What follows belongs to an exercise in optimizing a design on an open flow for small area, a short achievable clock period and few clock cycles; a production flow would make more cautious choices. Function was checked by simulation only, so behaviour that the tests miss may differ from the original. Power is estimated from default activity; no workload was simulated.

[design/flow/run.sh]
#!/bin/bash
# synth_recipe.tcl (not shown) runs the flow's synth.tcl, then flattens the netlist and writes it again
# the make line also repeats each setting of config.mk as NAME=value (left out here)
make -C /OpenROAD-flow-scripts/flow DESIGN_CONFIG=/design/flow/config.mk WORK_HOME=/design/flow/orfs CLKGATE_MAP_FILE= SYNTH_SCRIPT=/design/flow/synth_recipe.tcl finish
[design/flow/config.mk]
export PLATFORM = sky130hd
export DESIGN_NAME = pcpi_spi
export DESIGN_NICKNAME = pcpi_spi
export VERILOG_FILES = /design/flow/design.v
export SDC_FILE = /design/flow/constraint.sdc
export NUM_CORES = 4
export LEC_CHECK = 0
export CAP_MARGIN = 20
export CORE_MARGIN = 2
export CORE_UTILIZATION = 25
export PLACE_DENSITY = 0.4
export SLEW_MARGIN = 20
[design/flow/constraint.sdc]
create_clock -name core_clock -period 12.0 [get_ports {clk}]
set_input_delay 2.4000 -clock core_clock [delete_from_list [all_inputs] [get_ports {clk}]]
set_output_delay 2.4000 -clock core_clock [all_outputs]
set_load 0.01 [all_outputs]
[design/flow/design.v]
module pcpi_spi (
    input  wire        clk,
    input  wire        rst,
    input  wire        start,
    input  wire [9:0]  prog_len,
    input  wire        spi_9bit,
    input  wire [2:0]  dsi_lanes,
    input  wire [15:0] hdisplay,
    input  wire [15:0] hsync_start,
    input  wire [15:0] hsync_end,
    input  wire [15:0] htotal,
    input  wire [15:0] vdisplay,
    input  wire [15:0] vsync_start,
    input  wire [15:0] vsync_end,
    input  wire [15:0] vtotal,
    output wire        busy,
    output wire        done,
    output wire [1:0]  result,
    output wire [9:0]  prog_addr,
    input  wire [7:0]  prog_data,
    output reg         ev_valid,
    input  wire        ev_ready,
    output reg         ev_sleep,
    output reg  [7:0]  ev_data,
    output reg         ev_last
);
    localparam [1:0] RES_OK     = 2'd0;
    localparam [1:0] RES_EINVAL = 2'd1;
    localparam [1:0] RES_UNSPEC = 2'd2;
    localparam [2:0] S_IDLE   = 3'd0;
    localparam [2:0] S_OP     = 3'd1;
    localparam [2:0] S_LEN    = 3'd2;
    localparam [2:0] S_BUFLEN = 3'd3;
    localparam [2:0] S_ARG    = 3'd4;
    localparam [2:0] S_FARG   = 3'd5;
    localparam [2:0] S_DATA   = 3'd6;
    localparam [2:0] S_FIN    = 3'd7;
    localparam [1:0] E_IDLE  = 2'd0;
    localparam [1:0] E_ALIGN = 2'd1;
    localparam [1:0] E_SKIP  = 2'd2;
    localparam [1:0] E_WRITE = 2'd3;
    reg [9:0]   pa;           
    reg         iss;          
    reg         f1;           
    reg [7:0]   q0, q1, q2;   
    reg [1:0]   qc;
    reg [2:0]   st;
    reg         busy_r, done_r;
    reg [1:0]   res;
    reg         mode9, dry, skip, hasstop, stopen, stophere, isdelay;
    reg [9:0]   pc;           
    reg [9:0]   left;         
    reg [9:0]   stop_pc;
    reg [5:0]   wc;           
    reg [6:0]   dlen, di;
    reg         from_cmd;
    reg [3:0]   eop;          
    reg [2:0]   argi;
    reg [7:0]   ms;
    reg         sl;           
    reg [16:0]  accn;
    reg [4:0]   cnt;
    reg         fl;           
    reg [1:0]   es;
    reg [38:0]  sv;           
    reg [7:0]   eds, edl;
    reg [5:0]   er;
    reg         ezero;
    reg [4:0]   eb, ebend, eb0;
    reg [2:0]   elo, ehi;
    reg [191:0] cmd;          
    assign busy      = busy_r;
    assign done      = done_r;
    assign result    = res;
    assign prog_addr = pa;
    wire       hv = (qc != 2'd0);
    wire [7:0] h  = q0;
    wire [6:0] o   = h[6:0];
    wire       g   = h[7];
    wire d_unknown = (o == 7'h00) || (o > 7'h54);
    wire d_inline  = (o >= 7'h01) && (o <= 7'h3B);
    wire d_lane    = (o[6:2] == 5'b10010);
    wire d_read    = (o[6:3] == 4'b1000);
    wire d_const   = (o == 7'h4C);
    wire d_3c      = (o == 7'h3C);
    wire d_3d      = (o == 7'h3D);
    wire d_3e      = (o == 7'h3E);
    wire d_3f      = (o == 7'h3F);
    reg [6:0] body_len;
    always @* begin
        if (d_inline)      body_len = o;
        else if (d_read)   body_len = 7'd2 + {6'd0, g} + {4'd0, o[2:0]};
        else if (d_const)  body_len = 7'd6;
        else if (d_lane)   body_len = 7'd0;
        else if (o[6])     body_len = 7'd3;     
        else               body_len = 7'd1;     
    end
    wire op_trunc  = ({3'd0, body_len} >= left);
    wire lane_miss = ({1'b0, dsi_lanes} != ({2'b0, o[1:0]} + 4'd1));
    wire at_stop   = stopen && (pc == stop_pc);
    wire [7:0] cmd_byte = cmd[{di[4:0], 3'b000} +: 8];
    wire [7:0] pb       = from_cmd ? cmd_byte : h;
    wire       room     = !fl && !sl && (cnt <= 5'd8);
    wire       eng_idle = (es == E_IDLE);
    reg        cons, jmp, restart, push, set_fl, fin;
    reg [9:0]  jd;
    reg [2:0]  n_st;
    reg [1:0]  n_res;
    reg        n_skip, n_hasstop, n_stopen, n_stophere, n_dry, n_isdelay, n_sl, ld_ms;
    reg [9:0]  n_stop_pc;
    reg [5:0]  n_wc;
    reg [6:0]  n_dlen, n_di;
    reg        n_from_cmd;
    reg        farg_take;
    reg        fp;
    reg [7:0]  dl8;
    reg [8:0]  wsum;
    always @* begin
        cons = 1'b0; jmp = 1'b0; restart = 1'b0; push = 1'b0; set_fl = 1'b0; fin = 1'b0;
        jd = 10'd0;
        n_st = st; n_res = res; n_skip = skip; n_hasstop = hasstop; n_stopen = stopen;
        n_stophere = stophere; n_dry = dry; n_isdelay = isdelay; n_sl = sl; ld_ms = 1'b0;
        n_stop_pc = stop_pc; n_wc = wc; n_dlen = dlen; n_di = di; n_from_cmd = from_cmd;
        farg_take = 1'b0;
        fp = 1'b0;
        dl8 = (st == S_OP) ? {1'b0, o} : h;
        wsum = {3'd0, wc} + {1'b0, dl8};
        case (st)
        S_OP: begin
            if (left == 10'd0) begin
                n_res = RES_OK;
                if (dry) begin
                    restart = 1'b1;
                end else begin
                    set_fl = 1'b1;
                    n_st   = S_FIN;
                end
            end else if (hv) begin
                if (d_unknown) begin
                    n_res = RES_EINVAL;
                    if (dry && hasstop) restart = 1'b1; else n_st = S_FIN;
                end else if (d_lane) begin
                    cons = 1'b1;
                    if (lane_miss) n_skip = 1'b1;
                end else if (op_trunc) begin
                    n_res = RES_EINVAL;
                    if (dry && hasstop) restart = 1'b1; else n_st = S_FIN;
                end else if (d_3c) begin
                    cons = 1'b1;
                    n_st = S_LEN;
                end else if (skip) begin
                    n_skip = 1'b0;
                    jmp    = 1'b1;
                    jd     = {3'd0, body_len} + 10'd1;
                end else if (d_inline) begin
                    fp   = mode9 && (wsum > 9'd56);
                    n_wc = fp ? o[5:0] : wsum[5:0];
                    if (fp) begin
                        if (dry) begin n_hasstop = 1'b1; n_stop_pc = pc; end
                        else set_fl = 1'b1;
                    end
                    if (mode9 && (o > 7'd56)) begin
                        n_res = RES_EINVAL;
                        if (dry) restart = 1'b1; else n_st = S_FIN;
                    end else if (dry) begin
                        jmp = 1'b1;
                        jd  = {3'd0, o} + 10'd1;
                    end else if (fp && at_stop) begin
                        n_st = S_FIN;
                    end else begin
                        cons       = 1'b1;
                        n_dlen     = o;
                        n_di       = 7'd0;
                        n_from_cmd = 1'b0;
                        n_st       = S_DATA;
                    end
                end else if (d_3d) begin
                    cons = 1'b1;
                    n_st = S_BUFLEN;
                end else if (d_3e || d_3f) begin
                    cons      = 1'b1;
                    n_st      = S_ARG;
                    n_isdelay = d_3e;
                    if (d_3e) begin
                        n_wc = 6'd0;
                        if (dry) begin n_hasstop = 1'b1; n_stop_pc = pc; end
                        else begin set_fl = 1'b1; n_stophere = at_stop; end
                    end
                end else if (d_read) begin
                    n_res = RES_UNSPEC;
                    if (dry && hasstop) restart = 1'b1; else n_st = S_FIN;
                end else begin
                    if (dry) begin
                        jmp = 1'b1;
                        jd  = {3'd0, body_len} + 10'd1;
                    end else begin
                        cons = 1'b1;
                        n_st = S_FARG;
                    end
                end
            end
        end
        S_LEN: begin
            if (hv) begin
                if ({2'd0, h} >= left) begin
                    n_res = RES_EINVAL;
                    if (dry && hasstop) restart = 1'b1; else n_st = S_FIN;
                end else if (skip) begin
                    n_skip = 1'b0;
                    jmp    = 1'b1;
                    jd     = {2'd0, h} + 10'd1;
                    n_st   = S_OP;
                end else if (h == 8'd0) begin
                    n_res = RES_UNSPEC;
                    if (dry && hasstop) restart = 1'b1; else n_st = S_FIN;
                end else begin
                    fp   = mode9 && (wsum > 9'd56);
                    n_wc = fp ? h[5:0] : wsum[5:0];
                    if (fp) begin
                        if (dry) begin n_hasstop = 1'b1; n_stop_pc = pc; end
                        else set_fl = 1'b1;
                    end
                    if (mode9 ? (h > 8'd56) : (h > 8'd64)) begin
                        n_res = RES_EINVAL;
                        if (dry) restart = 1'b1; else n_st = S_FIN;
                    end else if (dry) begin
                        jmp  = 1'b1;
                        jd   = {2'd0, h} + 10'd1;
                        n_st = S_OP;
                    end else if (fp && at_stop) begin
                        n_st = S_FIN;
                    end else begin
                        cons       = 1'b1;
                        n_dlen     = h[6:0];
                        n_di       = 7'd0;
                        n_from_cmd = 1'b0;
                        n_st       = S_DATA;
                    end
                end
            end
        end
        S_BUFLEN: begin
            if (hv) begin
                if (h == 8'd0 || h > 8'd24) begin
                    n_res = RES_UNSPEC;
                    if (dry && hasstop) restart = 1'b1; else n_st = S_FIN;
                end else begin
                    fp   = mode9 && (wsum > 9'd56);
                    n_wc = fp ? h[5:0] : wsum[5:0];
                    if (fp) begin
                        if (dry) begin n_hasstop = 1'b1; n_stop_pc = pc; end
                        else set_fl = 1'b1;
                    end
                    cons = 1'b1;
                    if (dry) begin
                        n_st = S_OP;
                    end else if (fp && at_stop) begin
                        n_st = S_FIN;
                    end else begin
                        n_dlen     = h[6:0];
                        n_di       = 7'd0;
                        n_from_cmd = 1'b1;
                        n_st       = S_DATA;
                    end
                end
            end
        end
        S_ARG: begin
            if (hv && !(isdelay && !dry && sl)) begin
                cons = 1'b1;
                if (isdelay && !dry) begin
                    ld_ms = 1'b1;
                    n_sl  = 1'b1;
                end
                n_st = stophere ? S_FIN : S_OP;
            end
        end
        S_FARG: begin
            if (hv && (argi != 3'd0 || eng_idle)) begin
                cons      = 1'b1;
                farg_take = 1'b1;
                if ((eop == 4'hC) ? (argi == 3'd5) : (argi == 3'd2))
                    n_st = S_OP;
            end
        end
        S_DATA: begin
            if ((from_cmd ? eng_idle : hv) && room) begin
                push = 1'b1;
                cons = !from_cmd;
                n_di = di + 7'd1;
                if (di == dlen - 7'd1) begin
                    if (!mode9) set_fl = 1'b1;
                    n_st = S_OP;
                end
            end
        end
        S_FIN: begin
            if (!fl && cnt == 5'd0 && !sl && (!ev_valid || ev_ready)) begin
                fin  = 1'b1;
                n_st = S_IDLE;
            end
        end
        default: ;
        endcase
        if (restart) begin
            n_dry      = 1'b0;
            n_stopen   = (n_res != RES_OK);
            n_skip     = 1'b0;
            n_wc       = 6'd0;
            n_stophere = 1'b0;
            n_st       = S_OP;
        end
    end
    wire        idle_start = (st == S_IDLE) && start;
    wire        fjmp       = jmp || restart;
    wire [9:0]  jt         = restart ? 10'd0 : (pc + jd);
    wire [1:0]  qc_c       = qc - {1'b0, cons};
    wire [1:0]  occ        = qc_c + {1'b0, f1};
    always @(posedge clk) begin
        if (cons) begin
            q0 <= q1;
            q1 <= q2;
        end
        if (f1) begin
            case (qc_c)
                2'd0:    q0 <= prog_data;
                2'd1:    q1 <= prog_data;
                default: q2 <= prog_data;
            endcase
        end
        if (rst || st == S_IDLE) begin
            pa  <= 10'd0;
            iss <= 1'b1;
            f1  <= idle_start;
            qc  <= 2'd0;
            if (idle_start) pa <= 10'd1;
        end else if (fjmp) begin
            pa  <= jt;
            iss <= 1'b1;
            f1  <= 1'b0;
            qc  <= 2'd0;
        end else begin
            pa  <= pa + {9'd0, iss};
            f1  <= iss;
            qc  <= occ;
            iss <= ({1'b0, occ} + {2'd0, iss}) <= 3'd2;
        end
    end
    always @(posedge clk) begin
        if (rst) begin
            st     <= S_IDLE;
            busy_r <= 1'b0;
            done_r <= 1'b0;
            res    <= RES_OK;
            sl     <= 1'b0;
        end else if (st == S_IDLE) begin
            done_r <= 1'b0;
            sl     <= 1'b0;
            if (start) begin
                st       <= S_OP;
                busy_r   <= 1'b1;
                res      <= RES_OK;
                mode9    <= spi_9bit;
                dry      <= spi_9bit;
                skip     <= 1'b0;
                hasstop  <= 1'b0;
                stopen   <= 1'b0;
                stophere <= 1'b0;
                pc       <= 10'd0;
                left     <= prog_len;
                wc       <= 6'd0;
            end
        end else begin
            st       <= n_st;
            res      <= n_res;
            skip     <= n_skip;
            hasstop  <= n_hasstop;
            stopen   <= n_stopen;
            stophere <= n_stophere;
            dry      <= n_dry;
            isdelay  <= n_isdelay;
            stop_pc  <= n_stop_pc;
            wc       <= n_wc;
            dlen     <= n_dlen;
            di       <= n_di;
            from_cmd <= n_from_cmd;
            if (st == S_OP) eop <= o[3:0];
            if (st == S_OP) argi <= 3'd0;
            else if (farg_take) argi <= argi + 3'd1;
            if (ld_ms) ms <= h;
            if (ld_ms) sl <= 1'b1;
            else if (sl && !fl && cnt == 5'd0 && (!ev_valid || ev_ready)) sl <= 1'b0;
            if (restart) begin
                pc   <= 10'd0;
                left <= prog_len;
            end else if (jmp) begin
                pc   <= jt;
                left <= left - jd;
            end else if (cons) begin
                pc   <= pc + 10'd1;
                left <= left - 10'd1;
            end
            if (fin) begin
                done_r <= 1'b1;
                busy_r <= 1'b0;
            end
        end
    end
    wire        tag    = (di != 7'd0);
    wire [8:0]  word   = mode9 ? {tag, pb} : {pb, 1'b1};
    wire [3:0]  wbits  = mode9 ? 4'd9 : 4'd8;
    wire [3:0]  sh     = 4'd8 - cnt[3:0];
    wire [16:0] ins    = push ? ({8'd0, ~word} << sh) : 17'd0;
    wire [16:0] t      = accn | ins;
    wire [4:0]  c1     = cnt + (push ? {1'b0, wbits} : 5'd0);
    wire        ld_ok  = !ev_valid || ev_ready;
    wire        fl_end = fl && (c1 <= 5'd8);
    wire        can_pop = (c1 >= 5'd9) || (fl && c1 != 5'd0);
    wire        pop    = can_pop && ld_ok;
    wire        emit_sl = sl && !fl && cnt == 5'd0 && ld_ok;
    always @(posedge clk) begin
        if (rst) begin
            ev_valid <= 1'b0;
            fl       <= 1'b0;
            cnt      <= 5'd0;
            accn     <= 17'd0;
        end else if (idle_start) begin
            ev_valid <= 1'b0;
            fl       <= 1'b0;
            cnt      <= 5'd0;
            accn     <= 17'd0;
        end else begin
            if (pop) begin
                ev_valid <= 1'b1;
                ev_sleep <= 1'b0;
                ev_data  <= ~t[16:9];
                ev_last  <= fl_end;
                accn     <= {t[8:0], 8'd0};
                cnt      <= fl_end ? 5'd0 : (c1 - 5'd8);
            end else begin
                accn <= t;
                cnt  <= c1;
                if (emit_sl) begin
                    ev_valid <= 1'b1;
                    ev_sleep <= 1'b1;
                    ev_data  <= ms;
                    ev_last  <= 1'b1;
                end else if (ev_ready) begin
                    ev_valid <= 1'b0;
                end
            end
            if (set_fl)
                fl <= 1'b1;
            else if (fl && (c1 == 5'd0 || (pop && fl_end)))
                fl <= 1'b0;
        end
    end
    reg [15:0] op_a, op_b;
    always @* begin
        case (eop)
            4'hD:    begin op_a = hsync_end;   op_b = hsync_start; end
            4'hE:    begin op_a = htotal;      op_b = hsync_end;   end
            4'hF:    begin op_a = hdisplay;    op_b = 16'd0;       end
            4'h0:    begin op_a = hsync_start; op_b = hdisplay;    end
            4'h1:    begin op_a = vsync_end;   op_b = vsync_start; end
            4'h2:    begin op_a = vtotal;      op_b = vsync_end;   end
            4'h3:    begin op_a = vdisplay;    op_b = 16'd0;       end
            default: begin op_a = vsync_start; op_b = vdisplay;    end
        endcase
    end
    wire [16:0] diff  = {1'b0, sv[22:7]} - {1'b0, sv[38:23]};
    wire        is_c  = (eop == 4'hC);
    wire        kick  = farg_take && (is_c ? (argi == 3'd5) : (argi == 3'd2));
    wire [7:0]  ss    = is_c ? 8'd0 : h;
    wire [8:0]  r9    = {1'b0, ss} + 9'd7 - {6'd0, eds[2:0]};
    wire [8:0]  end9  = {1'b0, eds} + {1'b0, edl};
    wire [7:0]  elast = end9[8] ? 8'd255 : (end9[7:0] - 8'd1);
    wire        evalid = (edl != 8'd0) && (eds < 8'd192);
    wire [7:0] emask;
    genvar gq;
    generate
        for (gq = 0; gq < 8; gq = gq + 1) begin : g_mask
            assign emask[gq] = (eb != eb0 || gq >= elo) && (eb != ebend || gq <= ehi);
        end
    endgenerate
    always @(posedge clk) begin
        if (rst || idle_start) begin
            es <= E_IDLE;
        end else begin
            if (farg_take) begin
                case (argi)
                    3'd0: begin
                        eds <= h;
                        if (!is_c) sv[38:7] <= {op_b, op_a};
                    end
                    3'd1: begin
                        edl <= h;
                        if (!is_c) sv[38:7] <= {{16{diff[16]}}, diff[15:0]};
                    end
                    3'd2: if (is_c) sv[14:7] <= h;
                    3'd3: sv[22:15] <= h;
                    3'd4: sv[30:23] <= h;
                    default: sv[38:31] <= h;
                endcase
                if (argi == 3'd0) sv[6:0] <= 7'd0;
            end
            if (kick) begin
                er    <= r9[5:0];
                ezero <= (r9 >= 9'd39);
                eb    <= eds[7:3];
                eb0   <= eds[7:3];
                elo   <= eds[2:0];
                if (elast[7:3] >= 5'd24) begin
                    ebend <= 5'd23;
                    ehi   <= 3'd7;
                end else begin
                    ebend <= elast[7:3];
                    ehi   <= elast[2:0];
                end
                es <= evalid ? E_ALIGN : E_IDLE;
            end
            case (es)
                E_ALIGN: begin
                    sv <= ezero ? 39'd0 : (sv >> er[2:0]);
                    es <= (!ezero && er[5:3] != 3'd0) ? E_SKIP : E_WRITE;
                end
                E_SKIP: begin
                    sv    <= sv >> 8;
                    er    <= er - 6'd8;
                    if (er[5:3] == 3'd1) es <= E_WRITE;
                end
                E_WRITE: begin
                    sv <= sv >> 8;
                    eb <= eb + 5'd1;
                    if (eb == ebend) es <= E_IDLE;
                end
                default: ;
            endcase
        end
    end
    integer bi, bq;
    always @(posedge clk) begin
        for (bi = 0; bi < 24; bi = bi + 1)
            for (bq = 0; bq < 8; bq = bq + 1)
                if (idle_start)
                    cmd[bi*8 + bq] <= 1'b0;
                else if (es == E_WRITE && eb == bi[4:0] && emask[bq])
                    cmd[bi*8 + bq] <= sv[bq];
    end
endmodule
==> out/metrics.yaml <==
reg2reg_slack_ps: 4960
dr.pass1.iters: 6
clk_latency_ps: 650
min_period_ps: 7040
die_x_um: 340.2
routed_wl_mm: 105.4
vias: 25080
synth_xor_area_share_pct: 3.581
worstSetupEndpointType: "flip-flop"
synthSimpleGateAreaFrac_pct: 16.74
worst_pin_slew_ps: 1070
nets: 3599
cts_buffers: 55
cts-root-buf: "clkbuf_16"
top_level_ports: 179
ys_seq_area_share_pct: 36.62
fmax_ghz: 0.1421
synthCells: 3275
cellLeakagePower_nw: 12.25
ant_nets: 0
syn_to_final_growth_pct: 17.83
worstSetupPathType: "reg2reg"
drc: 0
cpMaxStageDelayCell: "o31ai_1"
synth_edf_count: 174
place_congestion: 0.8554
grt_pass1_vias: 24790
cp.required_ps: 12480
syn_area_per_cell_um2: 8.630
synth_top_area_share_pct: 18.49
clock_path_buffers: 3
slew_viol_final: 0
holdCritPathClass: "reg2reg"
grt_max_degree: 74
numPortBuffers: 178
synth_mux_area_share_pct: 10.56
slew_headroom_pct: 27.93
cp-start-kind: "flip-flop"
htreeDepth: 2
antenna_found_initial: 0
max_stage_delay_ps: 550
ys_top_cells_by_count: "nor2_1, a21oi_1, nand2_1, dfxtp_1, o21ai_0"
drt_iter0_drc: 1949
grt_setup_unrepaired: "false"
overflow: 0
cts.clk_slew.worst_paths_ps: 60
setup_viol: 0
synth_cell_types: 99
drive_gt1_share_pct: 8.687
tns_ps: 0
status: "no timing/DRC/antenna violations"
yosys_register_bits: 430
ys_async_sr_fraction_pct: 0
cts_resized: 0
ir_drop_mv: 0.1131
initial_utilization_pct: 25.16
synth_top_area_cell: "edfxtp_1"
wl_per_cell_um: 21.63
synth_top_family_by_area: "compound AO/OA/AOI/OAI gates"
ys.flop_type: "dfxtp_1"
grtUsageTotal_pct: 17.69
timing.final.crit_share_pct: 58.66
synth_fa_ha_area_share_pct: 5.295
cts_sinks: 430
yosysMostFrequentCell: "nor2_1"
syn-num-nets: 3545
synth_area_leaders: "edfxtp_1, dfxtp_1, mux2i_1"
cts_tree: "built"
power_density_nw_per_um2: 182.4
fp.dieH_um: 340.2
fp.dieArea_um2: 115800
skew_ps: 35.89
hold_violations: 0
whs_ps: 463.7
critPathArrivalTime_ps: 7520
yosysWarnings: 1
mappedNetlistArea_um2: 28260
grt_pass1_wl_mm: 159.7
core_um2: 112300
cap_violations: 0
dp_hpwl_mm: 74.12
synth_compound_area_share_pct: 21.86
cts_setup_buffers: 0
rows: 123
viasPerCell: 5.145
hold_buffers: 0
worstPathMaxFanout: 21
## placed cells by master, fill, tap and decap left out, drive strengths merged, types with 69 or more instances in the layout
cell           instances
a21oi                296
a22oi                 69
buf                   69
clkbuf                88
clkdlybuf4s50        178
dfxtp                256
edfxtp               174
ha                   110
inv                  115
mux2i                162
nand2                292
nand3                 73
nor2                 427
o21ai                239
xnor2                 71
## cell type report
cell class	count	area, um2
Inverter	115	431.7
Fill cell	12110	79040
Clock inverter	13	110.1
Sequential cell	430	10350
Multi-Input combinational cell	2479	16570
Tap cell	1500	1877
Clock buffer	88	1653
Antenna cell	2	5.005
Timing Repair Buffer	248	2310
## through the flow
step                instances  setup slack (ps)  instance area, um2  utilization [%]  power (mW)
floorplan                3275              5905               28260                -       3.568
global placement         4770              5090               31500            28.04       4.481
detailed placement       4772              5039               31520            28.06       4.460
CTS                      4873              4957               33280            29.63       6.132
global route             4873              4219               33300            29.64       6.460
finish                   4875              4960               33300            29.64       6.073
## routing by layer
metal | vias to the layer above | share of wire [%] | GRT usage (%)
li1 | 12080 | - | -
met1 | 12230 | 46 | 24.01
met2 | 620 | 48 | 29.90
met3 | 159 | 3.9 | 1.938
met4 | 0 | 2.4 | 4.497
met5 | - | 0 | 0
## report_power, final
group,internal [mW],leakage (nW),switching (mW),total (mW)
Clock,0.943,0.865,0.694,1.64
Sequential,1.74,3.65,0.146,1.89
Combinational,0.913,7.73,1.63,2.55
Total,3.60,12.2,2.47,6.07
## sequential cells by signal, summed over array words and instances (netlist names), 6 cells and up
name     flops
pa          10
ev_data      8
stop_pc     10
q1           8
ms           8
edl          8
di           7
left        10
q2           8
cmd        192
er           6
accn        17
q0           8
wc           6
dlen         7
sv          39
eds          8
pc          10
## critical path, delay by kind of cell (launching register included)
family | cells | cell delay [ps]
AO/OA/AOI/OAI | 17 | 3750
buffers and inverters | 5 | 980
AND/OR/NAND/NOR | 4 | 850
adder cells (fa/ha/maj) | 3 | 970
flip-flops | 1 | 310
## path summary, 6_finish.rpt
check,startpoint,endpoint,depth (start not counted)
hold reg to reg,accn[0],accn[0],2
hold / removal,accn[0],accn[0],2
setup / recovery,q0[1],left[9],29
setup reg to reg,q0[1],left[9],29
## cells by family after synthesis
family | after synthesis
and+or+nand+nor | 1057
AOI/OAI and AO/OA | 961
DFF | 430
buffers and inverters | 366
muxes | 230
adders and majority gates | 116
xor gates and xnor gates | 114
other | 1
Testbench counts, summed over its fixed seeds: cycles 223,055.

[port drivers added, routing unchanged]
No port has a modelled driver above. Below, the same layout with a new extraction and two added sets of constraints. Step 1 sets driving cells, clkbuf_16 on the clock port and buf_2 on the other inputs (assumed; they add their load-dependent delay and slew). Step 2 moves the port delays by t, midway between the first and last clock arrival at a register: inputs arrive t later, outputs are due t later. That takes back most of the time a late clock gives input paths. Slacks: no drivers / after step 1 / after step 2; pairs: no drivers / after step 1.
shift t [ns]: 0.705
slack for setup (ns): 4.960 / 4.960 / 4.960
worst setup path at the end: register to register
After both steps setup and hold are still met in this run. The setup slack of this run moves by 0.000 ns with the drivers and by 0.000 ns with both steps.
